This design comes from an exercise in tuning for small area, a short achievable clock period and few clock cycles on the open sky130 flow, not from production work.
The RTL of this run was laid out without a check of its function.

[design.v]
module resolve_core (
    input  wire        clk,
    input  wire        rst,             
    input  wire        start,
    input  wire [9:0]  cand_lag,
    input  wire [9:0]  lag_min,
    input  wire [9:0]  max_dist,
    input  wire [7:0]  subthr_pct,
    output reg         busy,
    output reg  [9:0]  dt_addr,
    input  wire [9:0]  dt_data,
    output reg         done,
    output reg         err,
    output wire [9:0]  corr_lag,
    output wire [9:0]  divisor
);
    localparam PH_IDLE = 2'd0;
    localparam PH_DIVD = 2'd1;
    localparam PH_DIVT = 2'd2;
    localparam PH_RUN  = 2'd3;
    localparam T_NONE = 2'd0;
    localparam T_K1   = 2'd1;       
    localparam T_KW   = 2'd2;       
    reg [1:0]  ph;
    reg        kmode;               
    reg [9:0]  c_r;
    reg [11:0] th_t;
    reg [6:0]  th_r;
    reg [2:0]  mcnt;
    reg [1:0]  tgp;                 
    reg [2:0]  tkp;                 
    reg [9:0]  wdm1;
    reg [9:0]  wim1;
    reg [11:0] wr;
    reg [11:0] wb;                  
    reg [2:0]  ul;                  
    reg [12:0] ds;                  
    reg        ucont;               
    reg [2:0]  lp;                  
    reg [1:0]  ta_kind, tb_kind;
    reg        ta_last, tb_last;
    reg [9:0]  tb_dm1, tb_im1;
    reg [10:0] tb_r;
    reg [9:0]  kn;                  
    reg        res1;
    wire [9:0] tb_d = tb_dm1 + 10'd1;
    wire [9:0] tb_i = tb_im1 + 10'd1;
    assign divisor  = res1 ? 10'd1 : tb_d;
    assign corr_lag = res1 ? c_r : tb_i;
    function ge_c10;                
        input [9:0] x;
        input [9:0] k;
        integer j;
        reg r;
        begin
            r = 1'b1;
            for (j = 0; j < 10; j = j + 1)
                r = k[j] ? (x[j] & r) : (x[j] | r);
            ge_c10 = r;
        end
    endfunction
    function [12:0] den_sh;
        input [9:0] dm1;
        input [2:0] l;
        reg [20:0] v;
        begin
            case (l)
                3'd0:    v = {10'd0, dm1, 1'b0};
                3'd1:    v = {7'd0, dm1, 4'd0};
                3'd2:    v = {4'd0, dm1, 7'd0};
                default: v = {1'd0, dm1, 10'd0};
            endcase
            den_sh = {|v[20:12], v[11:0]};
        end
    endfunction
    wire        big = ds[12];
    wire [12:0] d1  = {1'd0, ds[11:0]};
    wire [12:0] d2  = {ds[11:0], 1'b0};
    wire [12:0] d4  = {ds[10:0], 2'b0};
    wire [12:0] d8  = {ds[9:0], 3'b0};
    wire [12:0] xa  = {1'd0, wr};
    wire [12:0] xb  = {1'd0, wb};
    wire [12:0] s0 = xa + xb;
    wire [12:0] s1 = xa + xb - d1;
    wire [12:0] s2 = xa + xb - d2;
    wire [12:0] s3 = xa + xb - d2 - d1;
    wire [12:0] s4 = xa + xb - d4;
    wire [12:0] s5 = xa + xb - d4 - d1;
    wire [12:0] s6 = xa + xb - d4 - d2;
    wire [12:0] s7 = xa + xb - d8 + d1;
    function sgn3;                  
        input [15:0] a, b, c;
        input cin;
        reg [15:0] s, cy;
        reg [14:0] g, p, g2, p2;
        integer i, k;
        begin
            s  = a ^ b ^ c;
            cy = {((a[14:0] & b[14:0]) | (a[14:0] & c[14:0]) | (b[14:0] & c[14:0])), 1'b0};
            g  = s[14:0] & cy[14:0];
            p  = s[14:0] | cy[14:0];
            g[0] = g[0] | (p[0] & cin);
            for (k = 1; k < 15; k = k * 2) begin
                g2 = g; p2 = p;
                for (i = k; i < 15; i = i + 1) begin
                    g2[i] = g[i] | (p[i] & g[i-k]);
                    p2[i] = p[i] & p[i-k];
                end
                g = g2; p = p2;
            end
            sgn3 = s[15] ^ cy[15] ^ g[14];
        end
    endfunction
    function sgn4;                  
        input [15:0] a, b, c, d;
        reg [15:0] s1, c1;
        begin
            s1 = a ^ b ^ c;
            c1 = {((a[14:0] & b[14:0]) | (a[14:0] & c[14:0]) | (b[14:0] & c[14:0])), 1'b1};
            sgn4 = sgn3(s1, c1, d, 1'b1);
        end
    endfunction
    wire [15:0] fa_ = {4'd0, wr};
    wire [15:0] fb_ = {4'd0, wb};
    wire [15:0] p1  = {4'd0, ds[11:0]};
    wire [15:0] n1  = ~{4'd0, ds[11:0]};
    wire [15:0] n2  = ~{3'd0, ds[11:0], 1'b0};
    wire [15:0] n4  = ~{2'd0, ds[11:0], 2'b0};
    wire [15:0] n8  = ~{1'd0, ds[11:0], 3'b0};
    wire [15:0] s78 = fa_ ^ fb_ ^ n8;
    wire [15:0] c78 = {((fa_[14:0] & fb_[14:0]) | (fa_[14:0] & n8[14:0]) | (fb_[14:0] & n8[14:0])), 1'b1};
    wire g1  = !big && !sgn3(fa_, fb_, n1, 1'b1);
    wire g2  = !big && !sgn3(fa_, fb_, n2, 1'b1);
    wire g3  = !big && !sgn4(fa_, fb_, n1, n2);
    wire g4  = !big && !sgn3(fa_, fb_, n4, 1'b1);
    wire g5  = !big && !sgn4(fa_, fb_, n4, n1);
    wire g6  = !big && !sgn4(fa_, fb_, n4, n2);
    wire g7  = !big && !sgn3(s78, c78, p1, 1'b0);
    wire ovf = !big && !sgn3(fa_, fb_, n8, 1'b1);
    wire [2:0]  dig  = {g4, (g2 && !g4) || g6, (g1 && !g2) || (g3 && !g4) || (g5 && !g6) || g7};
    wire [11:0] urem = ({12{g7}}        & s7[11:0])
                     | ({12{g6 && !g7}} & s6[11:0])
                     | ({12{g5 && !g6}} & s5[11:0])
                     | ({12{g4 && !g5}} & s4[11:0])
                     | ({12{g3 && !g4}} & s3[11:0])
                     | ({12{g2 && !g3}} & s2[11:0])
                     | ({12{g1 && !g2}} & s1[11:0])
                     | ({12{!g1}}       & s0[11:0]);
    wire [6:0]  kq     = ucont ? kn[6:0] : 7'd0;
    wire [9:0]  u_q    = {kq, dig};
    wire [9:0]  addb    = kmode ? tb_im1 : {kq, 3'b000};
    wire [9:0]  bm0     = wim1 + addb;
    wire [6:0]  bh1     = bm0[9:3] + 7'd1;
    reg  [3:0]  lo_a, lo_b;         
    always @* begin
        case ({bm0[2:0], dig})
            6'd0: begin lo_a = 4'd0; lo_b = 4'd1; end
            6'd1: begin lo_a = 4'd1; lo_b = 4'd2; end
            6'd2: begin lo_a = 4'd2; lo_b = 4'd3; end
            6'd3: begin lo_a = 4'd3; lo_b = 4'd4; end
            6'd4: begin lo_a = 4'd4; lo_b = 4'd5; end
            6'd5: begin lo_a = 4'd5; lo_b = 4'd6; end
            6'd6: begin lo_a = 4'd6; lo_b = 4'd7; end
            6'd7: begin lo_a = 4'd7; lo_b = 4'd8; end
            6'd8: begin lo_a = 4'd1; lo_b = 4'd2; end
            6'd9: begin lo_a = 4'd2; lo_b = 4'd3; end
            6'd10: begin lo_a = 4'd3; lo_b = 4'd4; end
            6'd11: begin lo_a = 4'd4; lo_b = 4'd5; end
            6'd12: begin lo_a = 4'd5; lo_b = 4'd6; end
            6'd13: begin lo_a = 4'd6; lo_b = 4'd7; end
            6'd14: begin lo_a = 4'd7; lo_b = 4'd8; end
            6'd15: begin lo_a = 4'd8; lo_b = 4'd9; end
            6'd16: begin lo_a = 4'd2; lo_b = 4'd3; end
            6'd17: begin lo_a = 4'd3; lo_b = 4'd4; end
            6'd18: begin lo_a = 4'd4; lo_b = 4'd5; end
            6'd19: begin lo_a = 4'd5; lo_b = 4'd6; end
            6'd20: begin lo_a = 4'd6; lo_b = 4'd7; end
            6'd21: begin lo_a = 4'd7; lo_b = 4'd8; end
            6'd22: begin lo_a = 4'd8; lo_b = 4'd9; end
            6'd23: begin lo_a = 4'd9; lo_b = 4'd10; end
            6'd24: begin lo_a = 4'd3; lo_b = 4'd4; end
            6'd25: begin lo_a = 4'd4; lo_b = 4'd5; end
            6'd26: begin lo_a = 4'd5; lo_b = 4'd6; end
            6'd27: begin lo_a = 4'd6; lo_b = 4'd7; end
            6'd28: begin lo_a = 4'd7; lo_b = 4'd8; end
            6'd29: begin lo_a = 4'd8; lo_b = 4'd9; end
            6'd30: begin lo_a = 4'd9; lo_b = 4'd10; end
            6'd31: begin lo_a = 4'd10; lo_b = 4'd11; end
            6'd32: begin lo_a = 4'd4; lo_b = 4'd5; end
            6'd33: begin lo_a = 4'd5; lo_b = 4'd6; end
            6'd34: begin lo_a = 4'd6; lo_b = 4'd7; end
            6'd35: begin lo_a = 4'd7; lo_b = 4'd8; end
            6'd36: begin lo_a = 4'd8; lo_b = 4'd9; end
            6'd37: begin lo_a = 4'd9; lo_b = 4'd10; end
            6'd38: begin lo_a = 4'd10; lo_b = 4'd11; end
            6'd39: begin lo_a = 4'd11; lo_b = 4'd12; end
            6'd40: begin lo_a = 4'd5; lo_b = 4'd6; end
            6'd41: begin lo_a = 4'd6; lo_b = 4'd7; end
            6'd42: begin lo_a = 4'd7; lo_b = 4'd8; end
            6'd43: begin lo_a = 4'd8; lo_b = 4'd9; end
            6'd44: begin lo_a = 4'd9; lo_b = 4'd10; end
            6'd45: begin lo_a = 4'd10; lo_b = 4'd11; end
            6'd46: begin lo_a = 4'd11; lo_b = 4'd12; end
            6'd47: begin lo_a = 4'd12; lo_b = 4'd13; end
            6'd48: begin lo_a = 4'd6; lo_b = 4'd7; end
            6'd49: begin lo_a = 4'd7; lo_b = 4'd8; end
            6'd50: begin lo_a = 4'd8; lo_b = 4'd9; end
            6'd51: begin lo_a = 4'd9; lo_b = 4'd10; end
            6'd52: begin lo_a = 4'd10; lo_b = 4'd11; end
            6'd53: begin lo_a = 4'd11; lo_b = 4'd12; end
            6'd54: begin lo_a = 4'd12; lo_b = 4'd13; end
            6'd55: begin lo_a = 4'd13; lo_b = 4'd14; end
            6'd56: begin lo_a = 4'd7; lo_b = 4'd8; end
            6'd57: begin lo_a = 4'd8; lo_b = 4'd9; end
            6'd58: begin lo_a = 4'd9; lo_b = 4'd10; end
            6'd59: begin lo_a = 4'd10; lo_b = 4'd11; end
            6'd60: begin lo_a = 4'd11; lo_b = 4'd12; end
            6'd61: begin lo_a = 4'd12; lo_b = 4'd13; end
            6'd62: begin lo_a = 4'd13; lo_b = 4'd14; end
            default: begin lo_a = 4'd14; lo_b = 4'd15; end
        endcase
    end
    wire [9:0]  im1_nx  = {lo_a[3] ? bh1 : bm0[9:3], lo_a[2:0]};
    wire [9:0]  i_nx    = {lo_b[3] ? bh1 : bm0[9:3], lo_b[2:0]};
    wire [2:0]  lq = u_q[9] ? 3'd3 : (|u_q[8:6]) ? 3'd2 : (|u_q[5:3]) ? 3'd1 : 3'd0;
    wire [9:0] md   = max_dist;            
    wire [10:1] mg;
    genvar gi;
    generate
        for (gi = 1; gi <= 10; gi = gi + 1) begin : g_md
            assign mg[gi] = ge_c10(md, gi * 100);
        end
    endgenerate
    wire [3:0] md_a = mg[10] ? 4'd10 : mg[9] ? 4'd9 : mg[8] ? 4'd8 : mg[7] ? 4'd7 :
                      mg[6] ? 4'd6 : mg[5] ? 4'd5 : mg[4] ? 4'd4 : mg[3] ? 4'd3 :
                      mg[2] ? 4'd2 : mg[1] ? 4'd1 : 4'd0;
    reg  [9:0] md_h;
    always @* begin
        case (md_a)
            4'd0: md_h = 10'd0;    4'd1: md_h = 10'd100;  4'd2: md_h = 10'd200;
            4'd3: md_h = 10'd300;  4'd4: md_h = 10'd400;  4'd5: md_h = 10'd500;
            4'd6: md_h = 10'd600;  4'd7: md_h = 10'd700;  4'd8: md_h = 10'd800;
            4'd9: md_h = 10'd900;  default: md_h = 10'd1000;
        endcase
    end
    wire [9:0] md_b = md - md_h;
    wire [1:0] tg   = tb_im1[7:6];
    wire [6:0] t_b  = tb_r[6:0];
    wire [3:0] t_a  = tb_r[10:7];
    wire [9:0] tp   = {1'b0, th_r, 2'b00} + (tg[1] ? {2'b0, t_b, 1'b0} : 10'd0)
                                         + (tg[0] ? {3'b0, t_b} : 10'd0);
    wire [6:1] tgk;
    generate
        for (gi = 1; gi <= 6; gi = gi + 1) begin : g_tk
            assign tgk[gi] = ge_c10(tp, gi * 100);
        end
    endgenerate
    wire [2:0] tk   = {tgk[4], (tgk[2] && !tgk[4]) || tgk[6],
                       (tgk[1] && !tgk[2]) || (tgk[3] && !tgk[4]) || (tgk[5] && !tgk[6])};
    reg  [9:0] tk_h;
    always @* begin
        case (tk)
            3'd0: tk_h = 10'd0;    3'd1: tk_h = 10'd100;  3'd2: tk_h = 10'd200;
            3'd3: tk_h = 10'd300;  3'd4: tk_h = 10'd400;  3'd5: tk_h = 10'd500;
            default: tk_h = 10'd600;
        endcase
    end
    wire [9:0]  tr_n = tp - tk_h;
    wire [11:0] tt_n = {th_t[9:0], 2'b00} + (tgp[1] ? {7'd0, t_a, 1'b0} : 12'd0)
                                        + (tgp[0] ? {8'd0, t_a} : 12'd0) + {9'd0, tkp};
    wire is_weak = (th_t[11:10] == 2'b00) && (dt_data > th_t[9:0]);
    wire b_k1     = (tb_kind == T_K1);
    wire b_kw     = (tb_kind == T_KW);
    wire b_d2     = (tb_dm1 == 10'd1);
    wire in_run   = (ph == PH_RUN);
    wire flush_k1 = in_run && b_k1 && !is_weak && !b_d2;
    wire fail_kw  = in_run && b_kw && is_weak;
    wire end_k1   = b_k1 && b_d2;
    wire end_kw   = b_kw && !is_weak && tb_last;
    wire end_run  = in_run && (end_k1 || end_kw);
    wire w_ge3    = |wdm1[9:1];
    wire flow_go  = in_run && !kmode && w_ge3 && !flush_k1 && !end_run;
    wire issue_kw = in_run && kmode && !fail_kw && !end_kw && (kn != 10'd0);
    wire tb_upd   = in_run && !kmode && !flush_k1 && !end_run;
    wire thr_ok   = (mcnt >= 3'd4);
    wire d64 = (lag_min[9:4] == 6'd0) && (cand_lag >= {lag_min[3:0], 6'd0});
    wire        step_done = !ovf && (ul == 3'd0);
    wire [9:0]  sh_dm1 = fail_kw ? tb_dm1 : (step_done ? wdm1 - 10'd1 : wdm1);
    wire [2:0]  sh_l   = fail_kw ? lp : (ovf ? ul + 3'd1 : ((ul != 3'd0) ? ul - 3'd1 : lq));
    wire [12:0] ds_var = den_sh(sh_dm1, sh_l);
    always @(posedge clk) begin
        if (rst) begin
            ph <= PH_IDLE; kmode <= 1'b0;
            busy <= 1'b0; done <= 1'b0; err <= 1'b0;
            res1 <= 1'b0; dt_addr <= 10'd0;
            c_r <= 10'd0; tgp <= 2'd0; tkp <= 3'd0; th_t <= 12'd0; th_r <= 7'd0; mcnt <= 3'd7;
            wdm1 <= 10'd0; wim1 <= 10'd0; wr <= 12'd0; wb <= 12'd0;
            ul <= 3'd0; ucont <= 1'b0; lp <= 3'd0; ds <= 13'd0;
            ta_kind <= T_NONE; tb_kind <= T_NONE; ta_last <= 1'b0; tb_last <= 1'b0;
            tb_dm1 <= 10'd0; tb_im1 <= 10'd0; tb_r <= 11'd0;
            kn <= 10'd0;
        end else begin
            done <= 1'b0;
            if (mcnt != 3'd0 && mcnt <= 3'd5) begin
                th_t   <= tt_n;
                th_r   <= tr_n[6:0];
                tgp    <= tg;
                tkp    <= tk;
                tb_im1 <= {tb_im1[7:0], 2'b00};
                mcnt   <= mcnt + 3'd1;
            end
            tb_kind <= (flush_k1 || fail_kw || end_run) ? T_NONE : ta_kind;
            tb_last <= ta_last;
            if (tb_upd) begin
                tb_dm1 <= wdm1;
                tb_im1 <= wim1;
                tb_r   <= wr[10:0];
            end
            ta_kind <= T_NONE;
            ta_last <= 1'b0;
            case (ph)
                PH_IDLE: begin
                    if (start) begin
                        if (lag_min == 10'd0) begin
                            done <= 1'b1;
                            err  <= 1'b1;
                        end else begin
                            busy   <= 1'b1;
                            err    <= 1'b0;
                            c_r    <= cand_lag;
                            tb_im1 <= {2'b0, subthr_pct};
                            tb_r   <= {md_a, md_b[6:0]};
                            th_t   <= 12'd0;
                            tgp    <= 2'd0;
                            tkp    <= 3'd0;
                            th_r   <= 7'd0;
                            mcnt   <= 3'd1;
                            wdm1   <= lag_min;
                            wim1   <= lag_min - 10'd1;
                            wr     <= {1'b0, cand_lag, 1'b0};
                            wb     <= 12'd0;
                            ul     <= d64 ? 3'd2 : 3'd1;
                            ds     <= d64 ? den_sh(lag_min, 3'd2) : den_sh(lag_min, 3'd1);
                            kn     <= 10'd0;
                            ucont  <= 1'b1;
                            kmode  <= 1'b0;
                            lp     <= 3'd0;
                            ph     <= PH_DIVD;
                        end
                    end
                end
                PH_DIVD: begin
                    if (ovf) begin
                        ul <= ul + 3'd1;
                        ds <= ds_var;
                    end else if (ul != 3'd0) begin
                        wr <= urem;
                        kn <= {kq, dig};
                        ul <= ul - 3'd1;
                        ds <= ds_var;
                    end else if (!(|u_q[9:1])) begin
                        res1     <= 1'b1;
                        busy     <= 1'b0;
                        done     <= 1'b1;
                        ucont    <= 1'b0;
                        ph       <= PH_IDLE;
                    end else begin
                        wdm1  <= u_q;
                        ds    <= {2'b0, u_q, 1'b0};
                        wr    <= urem;
                        wb    <= {2'b0, u_q};
                        ucont <= 1'b0;
                        ph    <= PH_DIVT;
                    end
                end
                PH_DIVT, PH_RUN: begin
                    if (end_run) begin
                        res1  <= end_k1 && is_weak;
                        busy  <= 1'b0;
                        done  <= 1'b1;
                        kmode <= 1'b0;
                        ucont <= 1'b0;
                        ph    <= PH_IDLE;
                    end else if (flush_k1) begin
                        wdm1  <= tb_d;
                        ds    <= {2'b0, tb_d, 1'b0};
                        wim1  <= tb_im1;
                        wr    <= {1'b0, tb_r};
                        wb    <= {1'b0, tb_r} + {2'b0, tb_dm1} + 12'd1;
                        kn    <= tb_dm1 - 10'd1;
                        kmode <= 1'b1;
                        ucont <= 1'b0;
                        ul    <= 3'd0;
                    end else if (fail_kw) begin
                        wdm1  <= tb_dm1;
                        wim1  <= tb_im1;
                        wr    <= {1'b0, tb_r};
                        wb    <= {1'b0, tb_im1, 1'b1};
                        kmode <= 1'b0;
                        ucont <= 1'b0;
                        ul    <= lp;
                        ds    <= ds_var;
                    end else if (issue_kw) begin
                        wr      <= urem;
                        wim1    <= im1_nx;
                        dt_addr <= i_nx;
                        kn      <= kn - 10'd1;
                        ta_kind <= T_KW;
                        ta_last <= (kn == 10'd1);
                    end else if (flow_go || ph == PH_DIVT) begin
                        if (ovf) begin
                            if (!ucont) begin
                                wr <= s0[11:0];
                                wb <= 12'd0;
                                kn <= 10'd0;
                            end
                            ul    <= ul + 3'd1;
                            ds    <= ds_var;
                            ucont <= 1'b1;
                        end else if (ul != 3'd0) begin
                            wr    <= urem;
                            wb    <= 12'd0;
                            kn    <= {kq, dig};
                            ul    <= ul - 3'd1;
                            ds    <= ds_var;
                            ucont <= 1'b1;
                        end else if (ph == PH_RUN || thr_ok) begin
                            wdm1    <= wdm1 - 10'd1;
                            wim1    <= im1_nx;
                            wr      <= urem;
                            wb      <= {1'b0, im1_nx, 1'b1};
                            dt_addr <= i_nx;
                            ta_kind <= T_K1;
                            ucont   <= 1'b0;
                            lp      <= lq;
                            ul      <= lq;
                            ds      <= ds_var;
                            ph      <= PH_RUN;
                        end
                    end
                end
                default: ;
            endcase
        end
    end
endmodule
[run.sh]
#!/bin/bash
# synth_recipe.tcl (not shown) runs the flow's synth.tcl, then flattens the netlist and writes it again
# the make line also repeats each setting of config.mk as NAME=value (left out here)
make -C /OpenROAD-flow-scripts/flow DESIGN_CONFIG=/design/flow/config.mk WORK_HOME=/design/flow/orfs CLKGATE_MAP_FILE= SYNTH_SCRIPT=/design/flow/synth_recipe.tcl finish
[config.mk]
export PLATFORM = sky130hd
export DESIGN_NAME = resolve_core
export DESIGN_NICKNAME = resolve_core
export VERILOG_FILES = /design/flow/design.v
export SDC_FILE = /design/flow/constraint.sdc
export NUM_CORES = 4
export LEC_CHECK = 0
export ABC_CLOCK_PERIOD_IN_PS = 4000
export CAP_MARGIN = 20
export CORE_MARGIN = 2
export CORE_UTILIZATION = 50
export SETUP_SLACK_MARGIN = 5
export SLEW_MARGIN = 20
export TNS_END_PERCENT = 100
[constraint.sdc]
create_clock -name core_clock -period 10.0 [get_ports {clk}]
set_input_delay 2.0000 -clock core_clock [delete_from_list [all_inputs] [get_ports {clk}]]
set_output_delay 2.0000 -clock core_clock [all_outputs]
set_load 0.01 [all_outputs]
==> summary.txt <==
worst max-delay path by stage:
stage	startpoint	end	slack [ns]	cells after the start
after floorplan	wr[1]	wb[10]	5.01	19
after global placement	dt_data[4]	wb[10]	3.38	11
after detailed placement	dt_data[4]	wb[10]	3.30	11
after CTS	wr[8]	wb[10]	4.88	20
after global routing	tb_im1[7]	th_r[6]	4.73	22
final	wr[8]	wim1[9]	4.85	19
metal layers:
| layer | part of all wire | up-vias | track usage |
|---|---|---|---|
| met5 | 0.00013 | - | 0 |
| li1 | - | 10400 | - |
| met2 | 0.45 | 1348 | 0.620 |
| met4 | 0.083 | 2 | 0.288 |
| met3 | 0.089 | 430 | 0.0697 |
| met1 | 0.38 | 11000 | 0.472 |
state kept, by name, indices dropped and copies added (netlist names), 2 cells and up:
name	flops
tb_dm1	10
tb_im1	10
mcnt	3
lp	2
dt_addr	10
c_r	10
wb	12
th_t	12
tkp	3
wr	12
ul	3
kn	10
ta_kind	2
tb_r	11
th_r	7
tgp	2
ph	2
ds	12
wim1	10
wdm1	10
tb_kind	2
what timing repair did:
item | in CTS | in global routing
setup endpoints to repair | 114 | 102
pin swaps | 75 | 86
cloned | 6 | 5
buffers inserted | 89 | 63
resized for setup | 245 | 210
kinds of logic (layout without fill, tap and decap cells):
logic type               after synthesis  in the layout  synth area share
multiplexers                          37             37            0.0175
AO/OA/AOI/OAI                        832            832             0.259
other                                  0              1                 0
AND/OR/NAND/NOR                      907            910             0.199
adder cells (fa/ha/maj)              347            347             0.237
buffers and inverters                377            552            0.0671
XOR/XNOR                             163            163            0.0689
flip-flops                           163            163             0.152
stage by stage:
step                 util  instance area (um2)
floorplan               -                21600
global placement    0.535                22900
detailed placement  0.535                22900
global route        0.623                26700
CTS                 0.589                25200
finish              0.623                26700
cell type report:
type	instances	area, um2	share of cell area
Timing Repair Buffer	285	2620	0.0981
Clock buffer	19	453	0.0170
Sequential cell	163	3350	0.126
Clock inverter	13	124	0.00465
Inverter	235	943	0.0354
Antenna cell	1	2.50	0.0000939
Multi-Input combinational cell	2289	18500	0.694
Tap cell	546	683	0.0256
cells in the mapped netlist, drive strengths merged (10+ instances only):
master and n:
nor2 268, a311oi 24, inv 232, ha 230, o21ai 155, o21bai 13
o31ai 18, maj3 11, mux2i 32, a221oi 20, fa 106, nand4 13
nand2b 35, or4 11, o22ai 26, nor3 79, a31oi 26, o21a 13
clkbuf 120, a22oi 27, a21boi 10, xor2 63, nor2b 54, a21oi 215
nand3 59, o41ai 12, and2 18, xnor2 96, a21o 37, nand2 263
and3 23, a2111oi 13, o211ai 33, a211oi 86, o221ai 12, buf 22
nor4 14, dfxtp 163, or3 31
worst register-to-register path: stages, from the launching register on:
cell and delay (ns):
dfxtp_4 0.39, clkinvlp_4 0.13, buf_12 0.15, fa_2 0.58
fa_1 0.44, inv_1 0.08, o221ai_2 0.12, or4_1 0.54
o31a_1 0.30, a21oi_4 0.25, a21oi_4 0.12, nand2_4 0.14
inv_8 0.04, ha_4 0.17, o41ai_4 0.26, o2111ai_4 0.24
a2111oi_4 0.39, mux2i_2 0.32, a311o_1 0.23, a21oi_1 0.09
==> qor.yml <==
detailed_routing:
  drt_iter0_drc: 2524
  drc: 0
  vias: 23200
  post_drt_wl_per_cell_um: 25.3
  drt_wl_total_um: 90000
  drt_first_pass_iters: 7
  ant_nets: 0
  vias_per_cell: 6.54
synthesis:
  synth-warning-count: 1
  syn_nets: 3213
  synth.cell_area_mm2: 0.0215
  synth-main-ff-cell: "dfxtp_1"
  seq_area_frac_synth: 0.152
  ys_seq_elements: 163
  avgSynthCellArea_um2: 7.62
  yosysTopAreaCellShare: 0.152
  synth_area_leaders: "dfxtp_1 15%, ha_1 13%, fa_1 9.9%"
  synth_cell_types: 96
  syn_inst: 2826
  synth_edf_count: 0
  synth_top_area_cell: "dfxtp_1"
  synthArstFlopShare: 0
flow_run:
  cap_violations: 0
timing:
  clock_skew_ns: 0.0214
  fmax_ghz: 0.194
  hold_ws_ns: 0.432
  relSlewSlack: 0.348
  fin_ws_ns: 4.85
  report.final.slew_viol_count: 0
  post-route-period-util: 0.515
  setup_viol: 0
  fin_crit_ns: 5.15
  finalSetupTns_ns: 0
  worst_slew_pin_slew_ns: 0.965
  hold_violations: 0
  rsz0062_at_grt: "yes"
die:
  die_w_um: 212
  die_h_um: 212
  initial_utilization: 0.503
  ios: 84
  core_mm2: 0.0428
  dieArea_mm2: 0.0447
  rows: 76
grt:
  grt_max_degree: 75
  grt_first_pass_wirelength_um: 132000
  track_usage: 0.389
  antenna_found_initial: 3
  first_global_vias: 22000
  grt-ovfl-total: 0
worst_setup_path:
  reg2reg_to: "wim1[9]"
  worst_ep_arrival_time_ns: 5.43
  path_class: "reg -> reg"
  critical_path.top_delay_family: "compound AO/OA/AOI/OAI gates"
  cp_slowest_cell: "fa_2"
  r2r_setup_slack_ns: 4.85
  crit_top_cell: "a21oi_4"
  reg2reg_from: "wr[8]"
  end_kind: "flip-flop"
  critPathMaxStageDelay_ns: 0.57
  critPathLaunchType: "flip-flop"
  critPathMaxFanout: 5
  cp_data_required_time_ns: 10.27
  critPathBufInv: 4
  reg2reg_depth: 19
  crit_chain: "clkinvlp_4 > buf_12 > fa_2 > fa_1 > inv_1 > o221ai_2 > or4_1 > o31a_1 > a21oi_4 > a21oi_4 > nand2_4 > inv_8 > ha_4 > o41ai_4 > o2111ai_4 > a2111oi_4 > mux2i_2 > a311o_1 > a21oi_1"
placement:
  dpl.hpwl_um: 64300
  io_buffers: 83
  pre_cts_ws_ns: 3.30
  place_inst: 3355
  gp_congestion: 1.00
clock_tree:
  cts-root-buf: "clkbuf_16"
  cts_tree: "yes"
  clock_latency_ns: 0.46
  clkTransAtPathRegs_ns: 0.07
  cts_hold_buffers: 0
  numCtsBuffers: 17
  htree_levels: 4
  numClockSinks: 163
  ctsLongestPathBuffers: 2
layout:
  syn2layout_area_growth_pct: 23.8
  fillCellCount: 3862
  final_common_cell: "nand2_1"
  fin_nets: 3378
  fin_cells: 3551
  drive_gt1_frac: 0.188
  final_cell_mix: "255 x nand2_1, 254 x nor2_1, 207 x ha_1"
hold_path:
  hp-class: "reg -> reg"
  whs_endpoint: "tb_kind[0]"
  hold_path_startpoint: "ta_kind[0]"
  holdPathStages: 1
run_status:
  outcome: "complete, no violations"

==> static timing again, ports no longer ideal <==
How much do the figures lean on ideal ports? The routed layout below was timed once more, with nothing changed but the port constraints. Step 1, drivers: a clkbuf_16 drives clk and a buf_2 each remaining input, both assumed. Step 2 moves the port delays by t, midway between the first and last clock arrival at a register: inputs arrive t later, outputs are due t later. That takes back most of the time a late clock gives input paths. Slacks: ideal ports / drivers / drivers and shift; pairs: ideal ports / drivers.
t, ns: 0.501
setup WS [ns]: 4.848 / 4.848 / 4.432
clock arrival spread, ns: 0.021 / 0.022
worst register clock-pin slew, ns: 0.08 / 0.08
After both steps setup and hold are still met in this run. The setup slack of this run moves by 0.000 ns with the drivers and by -0.416 ns with both steps.
